Source: an optimization exercise on an open RTL-to-GDS flow (aim: small area and a short achievable clock period). Production flows keep margins and buffers that such runs may drop. The RTL was checked by simulation tests, not by an equivalence proof against the original design. Power figures rest on the tool's default switching activity, not on a simulated workload.

[design/flow/config.mk]
export PLATFORM = sky130hd
export DESIGN_NAME = tsow_core
export DESIGN_NICKNAME = tsow_core
export VERILOG_FILES = /design/flow/design.v
export SDC_FILE = /design/flow/constraint.sdc
export NUM_CORES = 4
export LEC_CHECK = 0
export CAP_MARGIN = 20
export CORE_MARGIN = 2
export CORE_UTILIZATION = 40
export SLEW_MARGIN = 20
[design/flow/constraint.sdc]
create_clock -name core_clock -period 10.0 [get_ports {clk}]
set_input_delay 2.0000 -clock core_clock [delete_from_list [all_inputs] [get_ports {clk}]]
set_output_delay 2.0000 -clock core_clock [all_outputs]
set_load 0.01 [all_outputs]
[design/flow/design.v]
module tsow_core (
    input  wire        clk,
    input  wire        rst,         
    input  wire        tick,        
    input  wire        line_in,
    output reg         line_out,
    output reg         line_oe,
    input  wire        cmd_valid,
    input  wire [31:0] cmd,
    output reg  [31:0] rsp
);
    localparam [7:0]  HOST_ID      = 8'hA5;
    localparam [15:0] CAL_LIMIT    = 16'd600;
    localparam [15:0] PERIOD_RESET = 16'd3;
    localparam integer DEPTH       = 64;      
    localparam integer AW          = 6;       
    localparam [1:0] PH_IDLE = 2'd0, PH_CAL = 2'd1, PH_RXB = 2'd2, PH_TXB = 2'd3;
    localparam [1:0] CS_NONE = 2'd0, CS_RUNNING = 2'd1, CS_DONE = 2'd2, CS_TIMEOUT = 2'd3;
    localparam [3:0] ST_OK = 4'h0, ST_INVALID = 4'h1, ST_EMPTY = 4'h2, ST_CALTO = 4'h3,
                     ST_BUSY = 4'h4, ST_FULL = 4'h5, ST_ILLEGAL = 4'hF;
    localparam [3:0] OP_STAT = 4'h0, OP_FILL = 4'h1, OP_UNLOAD = 4'h2, OP_READ = 4'h3,
                     OP_POLL = 4'h4, OP_RESULT = 4'h5, OP_ACK = 4'h6, OP_SETDEST = 4'h7,
                     OP_INFO = 4'h8;
    reg [1:0]  phase;
    reg        txreq;
    reg [1:0]  calst;
    reg [15:0] period;
    reg        mal, ovr;
    reg [7:0]  dest;
    reg [7:0]  txq_mem [0:DEPTH-1];
    reg [7:0]  txq_len;
    reg [7:0]  txf_mem [0:DEPTH-1];
    reg [7:0]  tx_len;
    reg [7:0]  tx_dest;
    reg [7:0]  rxa_mem [0:DEPTH-1];
    reg [7:0]  rxf_mem [0:DEPTH-1];
    reg [7:0]  rxf_len;
    reg [7:0]  rxf_src;
    reg        rxf_fin;
    reg        rxf_v;
    reg [7:0]  out_mem [0:DEPTH-1];
    reg [7:0]  out_head;
    reg [7:0]  out_len;
    reg [15:0] cal_n;
    reg [15:0] cal_hi;
    reg [16:0] wait_cnt;
    reg [7:0]  rx_sr;
    reg [2:0]  rx_bit;
    reg [8:0]  rx_byte;
    reg [7:0]  rx_src;
    reg [7:0]  rx_len;
    reg        rx_acc;
    reg [11:0] tx_sym;
    reg [1:0]  n_phase;
    reg        n_txreq;
    reg [1:0]  n_calst;
    reg [15:0] n_period;
    reg        n_mal, n_ovr;
    reg [7:0]  n_dest;
    reg [7:0]  n_txq_len;
    reg [7:0]  n_tx_len, n_tx_dest;
    reg [7:0]  n_rxf_len, n_rxf_src;
    reg        n_rxf_fin, n_rxf_v;
    reg [7:0]  n_out_head, n_out_len;
    reg [15:0] n_cal_n, n_cal_hi;
    reg [16:0] n_wait;
    reg [7:0]  n_rx_sr;
    reg [2:0]  n_rx_bit;
    reg [8:0]  n_rx_byte;
    reg [7:0]  n_rx_src, n_rx_len;
    reg        n_rx_acc;
    reg [11:0] n_tx_sym;
    reg        n_line_out, n_line_oe;
    reg [31:0] n_rsp;
    reg        txq_push;         
    reg        tx_start;         
    reg        rxa_we;           
    reg [7:0]  rxa_idx;
    reg [7:0]  rxa_data;
    reg        accept_do;        
    reg        unload_do;        
    wire [3:0]  op = cmd[31:28];
    reg  [27:0] resv;
    always @* begin
        case (op)
            OP_FILL:    resv = 28'hFFFFC00;
            OP_ACK:     resv = 28'hFFFFFFC;
            OP_SETDEST: resv = 28'hFFFFF00;
            default:    resv = 28'hFFFFFFF;
        endcase
    end
    wire illegal = (op > OP_INFO) || ((cmd[27:0] & resv) != 28'd0);
    function [15:0] slot_len(input [15:0] p);
        slot_len = (p == 16'd0) ? 16'd1 : p;
    endfunction
    function tx_symbol(input [11:0] j, input [7:0] len, input [7:0] tdest,
                       input [8*DEPTH-1:0] payload);
        reg [11:0] m;
        reg [8:0]  k;
        reg [7:0]  b;
        begin
            if (j == 12'd0) begin
                tx_symbol = 1'b1;
            end else if (j == 12'd1) begin
                tx_symbol = 1'b0;
            end else begin
                m = j - 12'd2;
                k = m[11:3];
                if (k == 9'd0)
                    b = HOST_ID;
                else if (k == 9'd1)
                    b = tdest;
                else if (k == 9'd2)
                    b = len;
                else if (k < 9'd3 + {1'b0, len})
                    b = payload[8*(k-9'd3) +: 8];
                else
                    b = 8'h01;
                tx_symbol = b[3'd7 - m[2:0]];
            end
        end
    endfunction
    reg [8*DEPTH-1:0] txf_flat;
    integer i;
    always @* begin
        for (i = 0; i < DEPTH; i = i + 1)
            txf_flat[8*i +: 8] = txf_mem[i];
    end
    reg [15:0] s;
    reg [7:0]  v;
    reg [8:0]  k;
    reg [11:0] nsym;
    reg        fin;
    always @* begin
        n_phase    = phase;
        n_txreq    = txreq;
        n_calst    = calst;
        n_period   = period;
        n_mal      = mal;
        n_ovr      = ovr;
        n_dest     = dest;
        n_txq_len  = txq_len;
        n_tx_len   = tx_len;
        n_tx_dest  = tx_dest;
        n_rxf_len  = rxf_len;
        n_rxf_src  = rxf_src;
        n_rxf_fin  = rxf_fin;
        n_rxf_v    = rxf_v;
        n_out_head = out_head;
        n_out_len  = out_len;
        n_cal_n    = cal_n;
        n_cal_hi   = cal_hi;
        n_wait     = wait_cnt;
        n_rx_sr    = rx_sr;
        n_rx_bit   = rx_bit;
        n_rx_byte  = rx_byte;
        n_rx_src   = rx_src;
        n_rx_len   = rx_len;
        n_rx_acc   = rx_acc;
        n_tx_sym   = tx_sym;
        n_line_out = line_out;
        n_line_oe  = line_oe;
        n_rsp      = rsp;
        txq_push  = 1'b0;
        tx_start  = 1'b0;
        rxa_we    = 1'b0;
        rxa_idx   = 8'd0;
        rxa_data  = 8'd0;
        accept_do = 1'b0;
        unload_do = 1'b0;
        s = 16'd0; v = 8'd0; k = 9'd0; nsym = 12'd0; fin = 1'b0;
        if (cmd_valid) begin
            if (illegal) begin
                n_rsp = {ST_ILLEGAL, 28'd0};
            end else begin
                case (op)
                    OP_STAT: begin
                        n_rsp = {ST_OK, 2'b00, out_len, txq_len, 1'b0, calst,
                                 ovr, mal, rxf_v, txreq, (phase == PH_TXB), phase};
                    end
                    OP_FILL: begin
                        if (!cmd[9])
                            n_rsp = {ST_INVALID, 28'd0};
                        else if (txreq)
                            n_rsp = {ST_BUSY, 28'd0};
                        else if (txq_len == DEPTH)
                            n_rsp = {ST_FULL, 28'd0};
                        else begin
                            txq_push  = 1'b1;
                            n_txq_len = txq_len + 8'd1;
                            if (cmd[8])
                                n_txreq = 1'b1;
                            n_rsp = {ST_OK, 20'd0, n_txq_len};
                        end
                    end
                    OP_UNLOAD: begin
                        if (!rxf_v) begin
                            n_rsp = {ST_EMPTY, 28'd0};
                        end else begin
                            unload_do  = 1'b1;
                            n_out_head = 8'd0;
                            n_out_len  = rxf_len;
                            n_rxf_v    = 1'b0;
                            n_rsp = {ST_OK, 11'd0, rxf_fin, rxf_src, rxf_len};
                        end
                    end
                    OP_READ: begin
                        if (out_len == 8'd0) begin
                            n_rsp = {ST_EMPTY, 28'd0};
                        end else begin
                            n_out_head = out_head + 8'd1;
                            n_out_len  = out_len - 8'd1;
                            n_rsp = {ST_OK, 12'd0, n_out_len, out_mem[out_head[AW-1:0]]};
                        end
                    end
                    OP_POLL: begin
                        if (phase == PH_TXB || phase == PH_CAL || txreq) begin
                            n_rsp = {ST_BUSY, 28'd0};
                        end else begin
                            fin = 1'b0;    
                            if (phase == PH_RXB && (rx_byte != 9'd0 || rx_bit != 3'd0)) begin
                                n_mal = 1'b1;
                                fin   = 1'b1;
                            end
                            n_rx_byte = 9'd0;
                            n_rx_bit  = 3'd0;
                            n_rx_sr   = 8'd0;
                            n_rx_src  = 8'd0;
                            n_rx_len  = 8'd0;
                            n_rx_acc  = 1'b0;
                            n_wait    = 17'd0;
                            n_cal_n   = 16'd0;
                            n_cal_hi  = 16'd0;
                            n_calst   = CS_RUNNING;
                            n_phase   = PH_CAL;
                            n_rsp = {ST_OK, 27'd0, fin};
                        end
                    end
                    OP_RESULT: begin
                        case (calst)
                            CS_NONE:    n_rsp = {ST_EMPTY, 28'd0};
                            CS_RUNNING: n_rsp = {ST_BUSY, 28'd0};
                            CS_DONE:    n_rsp = {ST_OK, 12'd0, period};
                            default:    n_rsp = {ST_CALTO, 28'd0};
                        endcase
                    end
                    OP_ACK: begin
                        n_rsp = {ST_OK, 26'd0, ovr, mal};
                        if (cmd[0]) n_mal = 1'b0;
                        if (cmd[1]) n_ovr = 1'b0;
                    end
                    OP_SETDEST: begin
                        n_dest = cmd[7:0];
                        n_rsp  = {ST_OK, 28'd0};
                    end
                    default: begin  
                        n_rsp = {ST_OK, 12'd0, dest, HOST_ID};
                    end
                endcase
            end
        end
        if (tick) begin
            case (n_phase)
                PH_IDLE: begin
                    if (n_txreq) begin
                        tx_start   = 1'b1;
                        n_tx_len   = n_txq_len;
                        n_tx_dest  = n_dest;
                        n_txq_len  = 8'd0;
                        n_txreq    = 1'b0;
                        n_phase    = PH_TXB;
                        n_line_oe  = 1'b1;
                        n_tx_sym   = 12'd0;
                        n_line_out = 1'b1;
                        n_wait     = {1'b0, slot_len(n_period)};
                    end
                end
                PH_CAL: begin
                    n_cal_n = n_cal_n + 16'd1;
                    if (line_in) begin
                        n_cal_hi = n_cal_hi + 16'd1;
                        if (n_cal_n == CAL_LIMIT) begin
                            n_calst = CS_TIMEOUT;
                            n_phase = PH_IDLE;
                        end
                    end else if (n_cal_hi != 16'd0) begin
                        n_period  = n_cal_hi;
                        n_calst   = CS_DONE;
                        n_phase   = PH_RXB;
                        n_wait    = {1'b0, n_cal_hi} + {2'b00, n_cal_hi[15:1]};
                        n_rx_byte = 9'd0;
                        n_rx_bit  = 3'd0;
                        n_rx_sr   = 8'd0;
                        n_rx_acc  = 1'b0;
                    end else if (n_cal_n == CAL_LIMIT) begin
                        n_calst = CS_TIMEOUT;
                        n_phase = PH_IDLE;
                    end
                end
                PH_RXB: begin
                    n_wait = n_wait - 17'd1;
                    if (n_wait == 17'd0) begin
                        s       = slot_len(n_period);
                        n_wait  = {1'b0, s};
                        n_rx_sr = {n_rx_sr[6:0], line_in};
                        if (n_rx_bit != 3'd7) begin
                            n_rx_bit = n_rx_bit + 3'd1;
                        end else begin
                            n_rx_bit = 3'd0;
                            v = n_rx_sr;
                            k = n_rx_byte;
                            if (k == 9'd0) begin
                                n_rx_src  = v;
                                n_rx_byte = k + 9'd1;
                            end else if (k == 9'd1) begin
                                n_rx_acc  = (v == HOST_ID);
                                n_rx_byte = k + 9'd1;
                            end else if (k == 9'd2) begin
                                n_rx_len  = v;
                                n_rx_byte = k + 9'd1;
                            end else if (k < 9'd3 + {1'b0, n_rx_len}) begin
                                if (n_rx_acc && n_rx_len <= DEPTH) begin
                                    rxa_we   = 1'b1;
                                    rxa_idx  = k - 9'd3;
                                    rxa_data = v;
                                end
                                n_rx_byte = k + 9'd1;
                            end else begin
                                fin = v[0];
                                if (n_rx_len > DEPTH) begin
                                    n_mal = 1'b1;           
                                end else if (n_rx_acc) begin
                                    if (n_rxf_v) begin
                                        n_ovr = 1'b1;
                                    end else begin
                                        accept_do = 1'b1;
                                        n_rxf_len = n_rx_len;
                                        n_rxf_src = n_rx_src;
                                        n_rxf_fin = fin;
                                        n_rxf_v   = 1'b1;
                                    end
                                end
                                n_rx_byte = 9'd0;
                                n_rx_acc  = 1'b0;
                                n_rx_len  = 8'd0;
                                n_rx_src  = 8'd0;
                                if (fin) begin
                                    n_phase = PH_IDLE;
                                    n_wait  = 17'd0;
                                end
                            end
                        end
                    end
                end
                default: begin  
                    n_wait = n_wait - 17'd1;
                    if (n_wait == 17'd0) begin
                        n_tx_sym = n_tx_sym + 12'd1;
                        nsym = 12'd2 + {1'b0, n_tx_len, 3'b000} + 12'd32;
                        if (n_tx_sym < nsym) begin
                            n_line_out = tx_symbol(n_tx_sym, n_tx_len, n_tx_dest, txf_flat);
                            n_wait     = {1'b0, slot_len(n_period)};
                        end else begin
                            n_line_out = 1'b0;
                            n_line_oe  = 1'b0;
                            n_tx_sym   = 12'd0;
                            n_phase    = PH_IDLE;
                        end
                    end
                end
            endcase
        end
    end
    always @(posedge clk) begin
        if (rst) begin
            phase    <= PH_IDLE;
            txreq    <= 1'b0;
            calst    <= CS_NONE;
            period   <= PERIOD_RESET;
            mal      <= 1'b0;
            ovr      <= 1'b0;
            dest     <= 8'd0;
            line_oe  <= 1'b0;
            line_out <= 1'b0;
            txq_len  <= 8'd0;
            out_head <= 8'd0;
            out_len  <= 8'd0;
            rxf_v    <= 1'b0;
            tx_len   <= 8'd0;
            tx_dest  <= 8'd0;
            rxf_len  <= 8'd0;
            rxf_src  <= 8'd0;
            rxf_fin  <= 1'b0;
            cal_n    <= 16'd0;
            cal_hi   <= 16'd0;
            wait_cnt <= 17'd0;
            rx_sr    <= 8'd0;
            rx_bit   <= 3'd0;
            rx_byte  <= 9'd0;
            rx_src   <= 8'd0;
            rx_len   <= 8'd0;
            rx_acc   <= 1'b0;
            tx_sym   <= 12'd0;
            rsp      <= 32'd0;
        end else begin
            phase    <= n_phase;
            txreq    <= n_txreq;
            calst    <= n_calst;
            period   <= n_period;
            mal      <= n_mal;
            ovr      <= n_ovr;
            dest     <= n_dest;
            line_oe  <= n_line_oe;
            line_out <= n_line_out;
            txq_len  <= n_txq_len;
            out_head <= n_out_head;
            out_len  <= n_out_len;
            rxf_v    <= n_rxf_v;
            tx_len   <= n_tx_len;
            tx_dest  <= n_tx_dest;
            rxf_len  <= n_rxf_len;
            rxf_src  <= n_rxf_src;
            rxf_fin  <= n_rxf_fin;
            cal_n    <= n_cal_n;
            cal_hi   <= n_cal_hi;
            wait_cnt <= n_wait;
            rx_sr    <= n_rx_sr;
            rx_bit   <= n_rx_bit;
            rx_byte  <= n_rx_byte;
            rx_src   <= n_rx_src;
            rx_len   <= n_rx_len;
            rx_acc   <= n_rx_acc;
            tx_sym   <= n_tx_sym;
            rsp      <= n_rsp;
        end
    end
    always @(posedge clk) begin
        if (!rst) begin
            if (txq_push)
                txq_mem[txq_len[AW-1:0]] <= cmd[7:0];
            for (i = 0; i < DEPTH; i = i + 1) begin
                if (tx_start)
                    txf_mem[i] <= (txq_push && txq_len == i) ? cmd[7:0] : txq_mem[i];
                if (accept_do)
                    rxf_mem[i] <= rxa_mem[i];
                if (unload_do)
                    out_mem[i] <= rxf_mem[i];
            end
            if (rxa_we)
                rxa_mem[rxa_idx[AW-1:0]] <= rxa_data;
        end
    end
endmodule
[design/flow/run.sh]
#!/bin/bash
# synth_recipe.tcl (not shown) runs the flow's synth.tcl, then flattens the netlist and writes it again
# the make line also repeats each setting of config.mk as NAME=value (left out here)
make -C /OpenROAD-flow-scripts/flow DESIGN_CONFIG=/design/flow/config.mk WORK_HOME=/design/flow/orfs CLKGATE_MAP_FILE= SYNTH_SCRIPT=/design/flow/synth_recipe.tcl finish
==> notes.md <==
final cells by class:
cell class / count / area [sq um] / area share, %
Clock inverter: 161 / 1920 / 1.55
Multi-Input combinational cell: 3251 / 24800 / 20.1
Clock buffer: 355 / 7780 / 6.30
Tap cell: 3533 / 4420 / 3.58
Timing Repair Buffer: 317 / 2940 / 2.39
Antenna cell: 5 / 12.5 / 0.0101
Sequential cell: 2776 / 81200 / 65.8
Inverter: 81 / 304 / 0.246
logic make-up (layout without fill, tap and decap cells):
kind of cell               Yosys count  after routing  share of synthesized area, %
xor gates and xnor gates           118            118                          1.00
other                                1              7                       0.00350
buffers and inverters              350            914                          1.28
adders and majority gates           88             88                          1.04
muxes                              696            696                          8.63
AOI/OAI and AO/OA                  945            945                          6.09
and+or+nand+nor                   1402           1402                          6.12
DFF                               2776           2776                          75.8
registers in the layout (all words and copies together), names as in the netlist, 9 cells and up:
signal and count:
cal_hi 16, cal_n 16, out_mem 512, period 16, rsp 30, rx_byte 9
rxa_mem 512, rxf_mem 512, tx_sym 12, txf_mem 512, txq_mem 512, wait_cnt 17
power by group:
group          internal (mW)  total (mW)  leakage, nW  switching, mW
Sequential              12.5        12.5         20.2        0.00533
Combinational         0.0537       0.216         9.82          0.163
Clock                   6.56        11.1         4.72           4.53
Total                   19.1        23.8         34.7           4.70
cells in the mapped netlist, types with 87 or more instances:
library cell / number / area share [%]
a21oi_1: 184 / 0.86
nand3_1: 120 / 0.56
nor2_1: 526 / 1.8
mux4_2: 129 / 2.7
nand2_1: 338 / 1.2
clkbuf_1: 220 / 0.77
mux2_2: 526 / 5.5
dfxtp_1: 216 / 4.0
a22oi_1: 213 / 1.5
ha_1: 87 / 1.0
o21ai_0: 160 / 0.75
edfxtp_1: 2560 / 72
metal layers:
layer	wire length, um	track usage (%)	up-vias	part of all wire [%]
met5	13	0	-	0.0041
met4	11900	7.87	2	3.8
met3	28600	4.61	576	9.0
met2	146000	35.8	3174	46
met1	130000	31.7	31316	41
li1	-	-	25776	-
per-stage QoR:
step | utilization [%] | hold WS (ps) | worst slack [ps] | cell area (sq um) | power (mW)
2_1_floorplan | - | 400 | -11890 | 107000 | 12.9
3_3_place_gp | 42.7 | 400 | 1540 | 114000 | 13.0
3_5_place_dp | 42.8 | 405 | 1450 | 114000 | 13.0
4_1_cts | 46.4 | 328 | 2320 | 123000 | 24.0
5_1_grt | 46.4 | 338 | 1820 | 123000 | 24.4
6_report | 46.4 | 319 | 2220 | 123000 | 23.8
critical path: cells and delay by family:
kind | cells | cell delay (ps)
adders and majority gates | 1 | 160
buffers and inverters | 6 | 1800
AOI/OAI and AO/OA | 2 | 280
and+or+nand+nor | 13 | 4060
worst paths after layout:
kind                  start             end  slack (ps)  cells after the start
max                 cmd[29]  rxa_mem[59][2]        2220                     22
min          rxf_mem[11][4]  out_mem[11][4]         320                      0
max reg2reg       tx_sym[0]        line_out        3020                     16
min reg2reg  rxf_mem[11][4]  out_mem[11][4]         320                      0
==> results.json <==
{
  "drt_first_pass_iters": 6,
  "core-area_sq_um": 266000,
  "cts_made_buffers": 296,
  "setup_tns_ps": 0,
  "fin_cells": 10479,
  "crit_path_max_incr_delay_ps": 860,
  "synthesis.area_sq_um": 107000,
  "synth_edf_count": 2560,
  "die_w_um": 521,
  "grt_max_degree": 155,
  "grt.total_usage_pct": 22.8,
  "fillers": 22526,
  "critPathSlowestCell": "clkdlybuf4s50_1",
  "drv_slew": 0,
  "cp.arrival_ps": 8330,
  "cts_tree": "yes",
  "fin_nets": 6848,
  "post_cts_resized": 0,
  "clk_pin_slew_worst_paths_ps": 60,
  "die_area_sq_um": 272000,
  "ant_nets": 0,
  "ys_async_sr_fraction_pct": 0,
  "setup-violations-final": 0,
  "first_global_vias": 58624,
  "drive_gt1_share_pct": 20.3,
  "crit_fanout": 14,
  "hp-class": "register to register",
  "tightest_slew_ps": 1190,
  "synthCells": 6376,
  "hold_viol_final": 0,
  "fin_skew_ps": 123,
  "grt_setup_unrepaired": "false",
  "routed_wl_um": 317000,
  "endpoint_kind": "register",
  "drc": 0,
  "route.vias.total": 60844,
  "fin_crit_ps": 7780,
  "synth.distinct_cells": 99,
  "dp_cells": 9956,
  "grt_remaining_overflow": 0,
  "via_per_inst": 5.81,
  "startpoint_type": "input pin",
  "vdd_drop_max_uv": 153,
  "finalCritPeriodShare_pct": 77.8,
  "layout_common_cells": "edfxtp_1 (2560), mux2_2 (526), nor2_1 (511)",
  "chipHeight_um": 521,
  "outcome": "finished clean",
  "clkLatencyLatePin_ps": 900,
  "path_cells": "clkdlybuf4s50_1 -> or3_4 -> a211oi_2 -> nor2_2 -> nor4_4 -> buf_4 -> nand3_2 -> buf_12 -> buf_4 -> nand2_1 -> inv_1 -> ha_4 -> or4b_4 -> a2111oi_4 -> nand4_1 -> nand4b_1 -> or3_1 -> nor4_4 -> nor3b_4 -> nand3_2 -> nor2_1 -> buf_4",
  "max_freq_mhz": 129,
  "antenna_found_initial": 7,
  "detailedRoute.firstIterationViolations": 8772,
  "boundaryPins": 71,
  "ctsRootBufferMaster": "clkbuf_16",
  "slew_headroom_pct": 20.5,
  "rows": 189,
  "port-buffer-count": 68,
  "ys_seq_area_share_pct": 75.8,
  "mostFrequentLayoutCell": "edfxtp_1",
  "required_ps": 10550,
  "floorplan.initialDensity_pct": 40.3,
  "postCtsHoldBufs": 0,
  "grt_pass1_wl_um": 445000,
  "leakage_nw": 34.7,
  "powerDensity_nw_per_um2": 193,
  "clk_path_buf_depth": 4,
  "crit_top_cell": "buf_4",
  "gp_congestion": 0.958,
  "h-tree-depth": 5,
  "syn_avg_cell_area_sq_um": 16.8,
  "syn_to_final_growth_pct": 15.2,
  "clkSinkCount": 2776,
  "synth_ff_type": "edfxtp_1",
  "ys_warn_count": 4,
  "cts_setup_buffers": 0,
  "ys_ff_latch": 2776,
  "post-dp-hpwl_um": 211000,
  "wire_per_inst_um": 30.2,
  "max-cap-violations": 0,
  "path_class": "input pin to register"
}

==> afterwards: timing with drivers on the ports <==
In the flow no input, the clock included, has a driving cell. The finished layout below was timed again as built, in two steps.
Step 1 (the two cells are an assumption about what drives the block):
set clk [get_ports {clk}]
set_driving_cell -lib_cell sky130_fd_sc_hd__clkbuf_16 $clk
set_driving_cell -lib_cell sky130_fd_sc_hd__buf_2 [delete_from_list [all_inputs] $clk]
Step 2 also shifts input and output timing later by t, the mid clock arrival at the registers, as if the neighbouring blocks saw the same clock.
Three values: ideal ports, drivers, drivers and shift; two values: the first two.
t (ns): 0.923
setup WS [ns]: 2.223 / 2.277 / 1.354
latest minus earliest clock arrival (ns): 0.136 / 0.136
After both steps this run still meets setup and hold. The setup slack of this run moves by +0.054 ns with the drivers and by -0.869 ns with both steps.
